Background: an optimization exercise with open tools, aiming at small area, a short achievable clock period and few clock cycles per item. Do not read the settings as production practice. Function was checked by simulation only, so behaviour that the tests miss may differ from the original. No activity file was given, so power comes from the tool's default toggle rates.

## flow/run.sh

```bash
#!/bin/bash
# synth_recipe.tcl (not shown) runs the flow's synth.tcl, then flattens the netlist and writes it again
# the make line also repeats each setting of config.mk as NAME=value (left out here)
make -C /OpenROAD-flow-scripts/flow DESIGN_CONFIG=/design/flow/config.mk WORK_HOME=/design/flow/orfs CLKGATE_MAP_FILE= SYNTH_SCRIPT=/design/flow/synth_recipe.tcl finish
```

## flow/config.mk

```make
export PLATFORM = sky130hd
export DESIGN_NAME = ddc_decoder
export DESIGN_NICKNAME = ddc_decoder
export VERILOG_FILES = /design/flow/design.v
export SDC_FILE = /design/flow/constraint.sdc
export NUM_CORES = 4
export LEC_CHECK = 0
export CAP_MARGIN = 20
export CORE_MARGIN = 2
export CORE_UTILIZATION = 40
export PLACE_DENSITY = 0.6
export SLEW_MARGIN = 20
```

## flow/constraint.sdc

```tcl
create_clock -name core_clock -period 12.0 [get_ports {clk}]
set_input_delay 2.4000 -clock core_clock [delete_from_list [all_inputs] [get_ports {clk}]]
set_output_delay 2.4000 -clock core_clock [all_outputs]
set_load 0.01 [all_outputs]
```

## flow/design.v

```verilog
module ddc_bit_reader (
    input  wire        clk,
    input  wire        rst,           
    input  wire        clr,           
    input  wire [14:0] chunk_size,
    input  wire        rd_start,      
    input  wire [5:0]  rd_n,
    output reg         rd_done,       
    output reg  [31:0] rd_val,
    output wire        src_req,
    output wire [15:0] src_chunk,
    output wire [14:0] src_off,
    input  wire        src_ack,
    input  wire [7:0]  src_data
);
    reg [39:0] acc;       
    reg [5:0]  cnt;       
    reg [15:0] ch_idx;
    reg [14:0] ch_off;
    reg        active;
    reg [5:0]  n;
    wire have_bits = (cnt >= n);
    assign src_req   = active && !have_bits;
    assign src_chunk = ch_idx;
    assign src_off   = ch_off;
    wire [5:0]  rest    = cnt - n;
    wire [39:0] shifted = acc >> rest;
    wire [39:0] keep    = (40'd1 << rest) - 40'd1;
    wire [14:0] off_inc = ch_off + 15'd1;
    always @(posedge clk) begin
        if (rst || clr) begin
            acc     <= 40'd0;
            cnt     <= 6'd0;
            ch_idx  <= 16'd0;
            ch_off  <= 15'd0;
            active  <= 1'b0;
            n       <= 6'd0;
            rd_done <= 1'b0;
            rd_val  <= 32'd0;
        end else begin
            rd_done <= 1'b0;
            if (!active) begin
                if (rd_start) begin
                    if (rd_n == 6'd0) begin
                        rd_done <= 1'b1;
                        rd_val  <= 32'd0;
                    end else begin
                        active <= 1'b1;
                        n      <= rd_n;
                    end
                end
            end else if (have_bits) begin
                rd_val  <= shifted[31:0];
                acc     <= acc & keep;
                cnt     <= rest;
                rd_done <= 1'b1;
                active  <= 1'b0;
            end else if (src_ack) begin
                acc <= {acc[31:0], src_data};
                cnt <= cnt + 6'd8;
                if (off_inc == chunk_size) begin
                    ch_off <= 15'd0;
                    ch_idx <= ch_idx + 16'd1;
                end else begin
                    ch_off <= off_inc;
                end
            end
        end
    end
endmodule
module ddc_decoder (
    input  wire        clk,
    input  wire        rst,               
    input  wire [1:0]  cfg_channels,      
    input  wire [5:0]  cfg_block_bits,    
    input  wire [5:0]  cfg_bpc0,          
    input  wire [5:0]  cfg_bpc1,
    input  wire [5:0]  cfg_bpc2,
    input  wire [5:0]  cfg_bpm0,          
    input  wire [5:0]  cfg_bpm1,
    input  wire [5:0]  cfg_bpm2,
    input  wire        cfg_high_adaptive,
    input  wire [14:0] cfg_chunk_size,    
    input  wire        cmd_valid,
    input  wire [1:0]  cmd_op,            
    input  wire [31:0] cmd_count,
    output wire        busy,
    output wire        src_req,
    output wire [15:0] src_chunk,
    output wire [14:0] src_off,
    input  wire        src_ack,
    input  wire [7:0]  src_data,
    output wire        frm_valid,
    output wire [63:0] frm_data,
    input  wire        frm_ready
);
    localparam S_IDLE     = 3'd0,
               S_FRAME    = 3'd1,
               S_HDR_RUN  = 3'd2,
               S_HDR_METH = 3'd3,
               S_HDR_BASE = 3'd4,
               S_CHAN     = 3'd5,
               S_CHAN_RD  = 3'd6,
               S_EMIT     = 3'd7;
    reg [2:0]  state;
    reg [31:0] remaining;
    reg [32:0] blk_cnt;
    reg [1:0]  c;
    reg        first_frame;
    reg [5:0]  width  [0:2];
    reg [31:0] base   [0:2];
    reg        adapt  [0:2];
    reg [63:0] out_acc;
    reg [31:0] win_start;       
    wire cmd_reset  = cmd_valid && (state == S_IDLE) && (cmd_op == 2'd1);
    wire cmd_decode = cmd_valid && (state == S_IDLE) && (cmd_op == 2'd2);
    assign busy      = (state != S_IDLE);
    assign frm_valid = (state == S_EMIT);
    assign frm_data  = out_acc;
    reg         rd_start;
    reg  [5:0]  rd_n;
    wire        rd_done;
    wire [31:0] rd_val;
    ddc_bit_reader u_reader (
        .clk(clk), .rst(rst), .clr(cmd_reset),
        .chunk_size(cfg_chunk_size),
        .rd_start(rd_start), .rd_n(rd_n),
        .rd_done(rd_done), .rd_val(rd_val),
        .src_req(src_req), .src_chunk(src_chunk), .src_off(src_off),
        .src_ack(src_ack), .src_data(src_data)
    );
    reg [5:0] bpc_c, bpm_c, bpc_n, bpm_n;
    always @(*) begin
        case (c)
            2'd0:    begin bpc_c = cfg_bpc0; bpm_c = cfg_bpm0; bpc_n = cfg_bpc1; bpm_n = cfg_bpm1; end
            2'd1:    begin bpc_c = cfg_bpc1; bpm_c = cfg_bpm1; bpc_n = cfg_bpc2; bpm_n = cfg_bpm2; end
            default: begin bpc_c = cfg_bpc2; bpm_c = cfg_bpm2; bpc_n = cfg_bpc2; bpm_n = cfg_bpm2; end
        endcase
    end
    wire last_chan = ({1'b0, c} + 3'd1 >= {1'b0, cfg_channels});
    wire [31:0] m         = rd_val;
    wire        m_const   = (m == {26'd0, bpc_c});
    wire        m_high    = (m >  {26'd0, bpc_c});
    wire [31:0] m_minus   = m - {26'd0, bpc_c};
    wire [5:0]  m_width   = m_high ? m_minus[5:0] : m[5:0];
    wire        m_adapt   = (m == 32'd0) ? 1'b0 :
                            (m_high ? cfg_high_adaptive : !cfg_high_adaptive);
    wire [5:0]  w_c     = width[c];
    wire [31:0] base_c  = base[c];
    wire        adapt_c = adapt[c];
    wire        no_read = (w_c == 6'd0) || (adapt_c && first_frame);
    wire [32:0] win_width  = 33'd1 << w_c;
    wire [31:0] half_width = win_width[32:1];
    wire [32:0] chan_range = 33'd1 << bpc_c;
    wire [32:0] max_start  = chan_range - win_width;
    wire [31:0] sub_val    = base_c - half_width;
    wire [31:0] clamped    = ({1'b0, sub_val} > max_start) ? max_start[31:0] : sub_val;
    wire [31:0] adapt_start = (half_width < base_c) ? clamped : 32'd0;
    wire [31:0] rd_sum = win_start + rd_val;
    function [63:0] pack;
        input [63:0] acc;
        input [5:0]  bits;
        input [31:0] v;
        begin
            pack = (acc << bits) | {32'd0, v};
        end
    endfunction
    integer i;
    always @(posedge clk) begin
        rd_start <= 1'b0;
        if (rst) begin
            state       <= S_IDLE;
            remaining   <= 32'd0;
            blk_cnt     <= 33'd0;
            c           <= 2'd0;
            first_frame <= 1'b0;
            out_acc     <= 64'd0;
            win_start   <= 32'd0;
            rd_n        <= 6'd0;
            for (i = 0; i < 3; i = i + 1) begin
                width[i] <= 6'd0;
                base[i]  <= 32'd0;
                adapt[i] <= 1'b0;
            end
        end else begin
            case (state)
                S_IDLE: begin
                    if (cmd_reset) begin
                        blk_cnt     <= 33'd0;
                        first_frame <= 1'b0;
                        out_acc     <= 64'd0;
                        for (i = 0; i < 3; i = i + 1) begin
                            width[i] <= 6'd0;
                            base[i]  <= 32'd0;
                            adapt[i] <= 1'b0;
                        end
                    end else if (cmd_decode) begin
                        remaining <= cmd_count;
                        state     <= S_FRAME;
                    end
                end
                S_FRAME: begin
                    c       <= 2'd0;
                    out_acc <= 64'd0;
                    if (remaining == 32'd0) begin
                        state <= S_IDLE;
                    end else if (blk_cnt == 33'd0) begin
                        rd_start <= 1'b1;
                        rd_n     <= cfg_block_bits;
                        state    <= S_HDR_RUN;
                    end else begin
                        state <= S_CHAN;
                    end
                end
                S_HDR_RUN: begin
                    if (rd_done) begin
                        blk_cnt  <= {1'b0, rd_val} + 33'd1;
                        rd_start <= 1'b1;
                        rd_n     <= cfg_bpm0;
                        state    <= S_HDR_METH;
                    end
                end
                S_HDR_METH: begin
                    if (rd_done) begin
                        width[c] <= m_width;
                        adapt[c] <= m_adapt;
                        if (m_const) begin
                            base[c]  <= 32'd0;
                            width[c] <= 6'd0;
                            adapt[c] <= 1'b0;
                            if (last_chan) begin
                                first_frame <= 1'b1;
                                c           <= 2'd0;
                                state       <= S_CHAN;
                            end else begin
                                c        <= c + 2'd1;
                                rd_start <= 1'b1;
                                rd_n     <= bpm_n;
                            end
                        end else begin
                            rd_start <= 1'b1;
                            rd_n     <= bpc_c;
                            state    <= S_HDR_BASE;
                        end
                    end
                end
                S_HDR_BASE: begin
                    if (rd_done) begin
                        base[c] <= rd_val;
                        if (last_chan) begin
                            first_frame <= 1'b1;
                            c           <= 2'd0;
                            state       <= S_CHAN;
                        end else begin
                            c        <= c + 2'd1;
                            rd_start <= 1'b1;
                            rd_n     <= bpm_n;
                            state    <= S_HDR_METH;
                        end
                    end
                end
                S_CHAN: begin
                    if (no_read) begin
                        out_acc <= pack(out_acc, bpc_c, base_c);
                        if (last_chan) begin
                            state <= S_EMIT;
                        end else begin
                            c <= c + 2'd1;
                        end
                    end else begin
                        win_start <= adapt_c ? adapt_start : base_c;
                        rd_start  <= 1'b1;
                        rd_n      <= w_c;
                        state     <= S_CHAN_RD;
                    end
                end
                S_CHAN_RD: begin
                    if (rd_done) begin
                        if (adapt_c)
                            base[c] <= rd_sum;
                        out_acc <= pack(out_acc, bpc_c, rd_sum);
                        if (last_chan) begin
                            state <= S_EMIT;
                        end else begin
                            c     <= c + 2'd1;
                            state <= S_CHAN;
                        end
                    end
                end
                S_EMIT: begin
                    if (frm_ready) begin
                        first_frame <= 1'b0;
                        blk_cnt     <= blk_cnt - 33'd1;
                        remaining   <= remaining - 32'd1;
                        state       <= S_FRAME;
                    end
                end
                default: state <= S_IDLE;
            endcase
        end
    end
endmodule
```

==> flow_metrics.env <==
export IMPL_run_status="no timing/DRC/antenna violations"
export IMPL_finClkSkew_ns=0.0219
export IMPL_cts_root_buf="clkbuf_16"
export IMPL_fin_util_pct=46.0
export IMPL_path_class="in -> reg"
export IMPL_cp_end_kind="flop"
export IMPL_route_detailed_drc=0
export IMPL_synthCells=4360
export IMPL_cts_tree="yes"
export IMPL_synth_top_area_share_pct=16.8
export IMPL_drive_gt1_share_pct=7.24
export IMPL_gp_congestion=1.01
export IMPL_synthMuxAreaShare_pct=11.0
export IMPL_dieWidth_um=299
export IMPL_drtIter0Drc=4346
export IMPL_n_fill_cell=8644
export IMPL_synth_compound_area_share_pct=22.9
export IMPL_fin_crit_sh_pct=84.7
export IMPL_cp_slowest_stage_delay_ns=0.67
export IMPL_power_leakage_uw=0.0150
export IMPL_relSlewSlack_pct=13.1
export IMPL_clkTransAtPathRegs_ns=0.07
export IMPL_tightest_slew_ns=1.29
export IMPL_ys_seq_area_share_pct=30.3
export IMPL_area_delta_synth_final_pct=14.2
export IMPL_worstPathMaxFanout=48
export IMPL_synthAdderAreaFrac_pct=5.88
export IMPL_synth_xor_area_share_pct=4.12
export IMPL_nNetsFinal=4684
export IMPL_synthSimpleGateAreaFrac_pct=21.2
export IMPL_grt_pass1_vias=32100
export IMPL_syn_nets=4627
export IMPL_antenna_found_initial=4
export IMPL_worstSkewPairLatency_ns=0.64
export IMPL_worstHoldPathType="reg -> reg"
export IMPL_htree_levels=2
export IMPL_layout_min_cycle_time_ns=10.16
export IMPL_layout_common_cells="nor2_1, nand2_1, a21oi_1"
export IMPL_io_buffers=204
export IMPL_start_util_pct=40.3
export IMPL_synth_top_family_by_area="compound AO/OA/AOI/OAI gates"
export IMPL_vdd_ir_drop_max_v=0.000295
export IMPL_max_cap_violations=0
export IMPL_grt_pass1_wl_um=208000
export IMPL_grt_use_total_pct=30.1
export IMPL_worstPathRequired_ns=12.50
export IMPL_synth_edf_count=156
export IMPL_gr_total_overflow=0
export IMPL_cp_start_kind="input port"
export IMPL_ys_types=96
export IMPL_async_flop_share_pct=0
export IMPL_postCtsSetupBuffers=0
export IMPL_postRouteWirelength_um=140000
export IMPL_die_h_um=299
export IMPL_final_common_cell="nor2_1"
export IMPL_ys_flop_type="dfxtp_1"
export IMPL_synth_seq_cells=449
export IMPL_synth_area_top_cells="dfxtp_1, edfxtp_1, mux2i_1, a21oi_1, nor2_1"
export IMPL_io_pins=205
export IMPL_power_density_nw_per_um2=195
export IMPL_worstPathArrival_ns=10.67
export IMPL_rsz0062_at_grt="false"
export IMPL_core_area_um2=86500
export IMPL_cts_buffers=53
export IMPL_cts_hold_buf=0
export IMPL_post_dp_hpwl_um=104000
export IMPL_dr_total_vias=35100
export IMPL_cts_buffer_depth=3
export IMPL_hold_violations=0
export IMPL_die_area_um2=89500
export IMPL_slew_viol_final=0
export IMPL_synth_area_um2=34800
export IMPL_cp_slowest_cell="nor2_1"
export IMPL_finalSetupViolations=0
export IMPL_viasPerCell=6.26
export IMPL_post_synth_cell_area_avg_um2=7.99
export IMPL_num_rows=108
export IMPL_clock_sinks=449
export IMPL_grt_start_max_net_pins=87
export IMPL_crit_top_cell="o21ai_0"
export IMPL_drtPass1Iterations=7
export IMPL_wl_per_cell_um=24.9
export IMPL_antennaDiodeCount=0
export IMPL_yosys_warnings=2
export IMPL_synth_largest_area_cell="dfxtp_1"
export IMPL_cts_resized=0
export IMPL_antenna_left=0
export IMPL_finalSetupTns_ns=0
export IMPL_fmax_ghz=0.0984
## flip-flops by register name, indices dropped and copies added (netlist names), 15 cells and up, named ones only
signal / flops
u_reader.acc: 40
base: 128
u_reader.ch_idx: 16
width: 24
u_reader.rd_val: 32
remaining: 32
win_start: 32
out_acc: 64
u_reader.ch_off: 15
blk_cnt: 33
## Yosys cell counts (32+ instances only)
library cell,number
clkbuf_1,219
o211ai_1,32
nand4_1,33
nor3_1,102
xor2_1,74
a21o_1,36
nand2b_1,34
buf_1,32
nor2b_1,51
xnor2_1,90
a21oi_1,415
nor4_1,39
o21ai_0,276
nor2_1,535
and2_1,32
mux4_2,65
or3_1,35
inv_1,111
mux2i_1,213
a221oi_1,35
ha_1,155
nand3_1,122
o22ai_1,43
a22oi_1,92
edfxtp_1,156
a211oi_1,69
and3_1,56
nand2_1,515
dfxtp_1,293
## worst max-delay path, delay by kind of cell
family | cells | cell delay [ns]
xor+xnor | 1 | 0.13
buf+inv | 3 | 1.09
mux | 2 | 0.51
fa+ha+maj | 3 | 1.00
compound gates | 9 | 2.55
simple gates | 11 | 2.94
## layer usage
layer / track usage [%] / part of all wire (%) / vias up
met5: 0 / 0.0079 / -
met4: 11.1 / 4.2 / 2
met3: 5.41 / 10 / 261
met2: 45.0 / 43 / 1853
met1: 43.2 / 43 / 16900
li1: - / - / 16200
## power by group
part | internal, uW | total (uW) | switching, uW
sequential | 1630 | 1680 | 56.5
combinational | 1510 | 4400 | 2890
clock | 978 | 1690 | 717
total | 4110 | 7770 | 3660
## path summary, 6_finish.rpt
check         startpoint           end  slack (ns)  cells after the start
min          blk_cnt[22]   blk_cnt[22]        0.47                      2
max reg2reg         c[1]  win_start[1]        2.90                     31
min reg2reg  blk_cnt[22]   blk_cnt[22]        0.47                      2
max          cfg_bpc0[4]  win_start[1]        1.84                     29
## final cells by class
cell class / count / area [um2] / share of cell area, %
inverter: 117 / 439 / 1.10
sequential: 449 / 10600 / 26.5
clock inverter: 23 / 293 / 0.736
tap: 1155 / 1450 / 3.63
multi-input combinational: 3503 / 22800 / 57.4
timing repair buffer: 293 / 2710 / 6.81
clock buffer: 76 / 1500 / 3.76
## through the flow
step | setup slack [ns] | std cells | hold slack [ns] | cell area (um2) | power [uW]
CTS | 2.02 | 5616 | 0.473 | 39800 | 7650
global placement | 1.70 | 5517 | 0.461 | 38000 | 5950
finish | 1.84 | 5616 | 0.472 | 39800 | 7770
global route | 1.29 | 5616 | 0.506 | 39800 | 8180
floorplan | 3.43 | 4360 | 0.445 | 34800 | 4760
detailed placement | 1.35 | 5517 | 0.464 | 38000 | 5940
## cells by family (layout without fill, tap and decap cells)
| logic type | Yosys count | in the layout |
|---|---|---|
| adders and majority gates | 161 | 161 |
| AOI/OAI and AO/OA | 1261 | 1261 |
| buffers and inverters | 408 | 509 |
| DFF | 449 | 449 |
| and+or+nand+nor | 1619 | 1619 |
| muxes | 298 | 298 |
| xor gates and xnor gates | 164 | 164 |
Testbench counts, summed over its fixed seeds: cycles 430,187, frames 28,800.

[separate check: timing with driven ports]
Ports are ideal in the flow. The routed layout listed here was re-timed in OpenROAD.
Step 1: set_driving_cell puts a clkbuf_16 on clk and a buf_2 on each other input, an assumption about the parent block.
Step 2 also shifts input and output timing later by t, the mid clock arrival at the registers, as if the neighbouring blocks saw the same clock.
Slacks: no drivers / after step 1 / after step 2; pairs: no drivers / after step 1.
shift t [ns]: 0.697
setup slack, ns: 1.836 / 1.881 / 1.184
latest minus earliest clock arrival (ns): 0.022 / 0.022
slew at the worst register clock pin (ns): 0.07 / 0.07
pins driven straight from the clock port: 1
After both steps setup and hold are still met in this run. For this run, drivers alone change the setup slack by +0.045 ns; drivers and shift together by -0.652 ns.
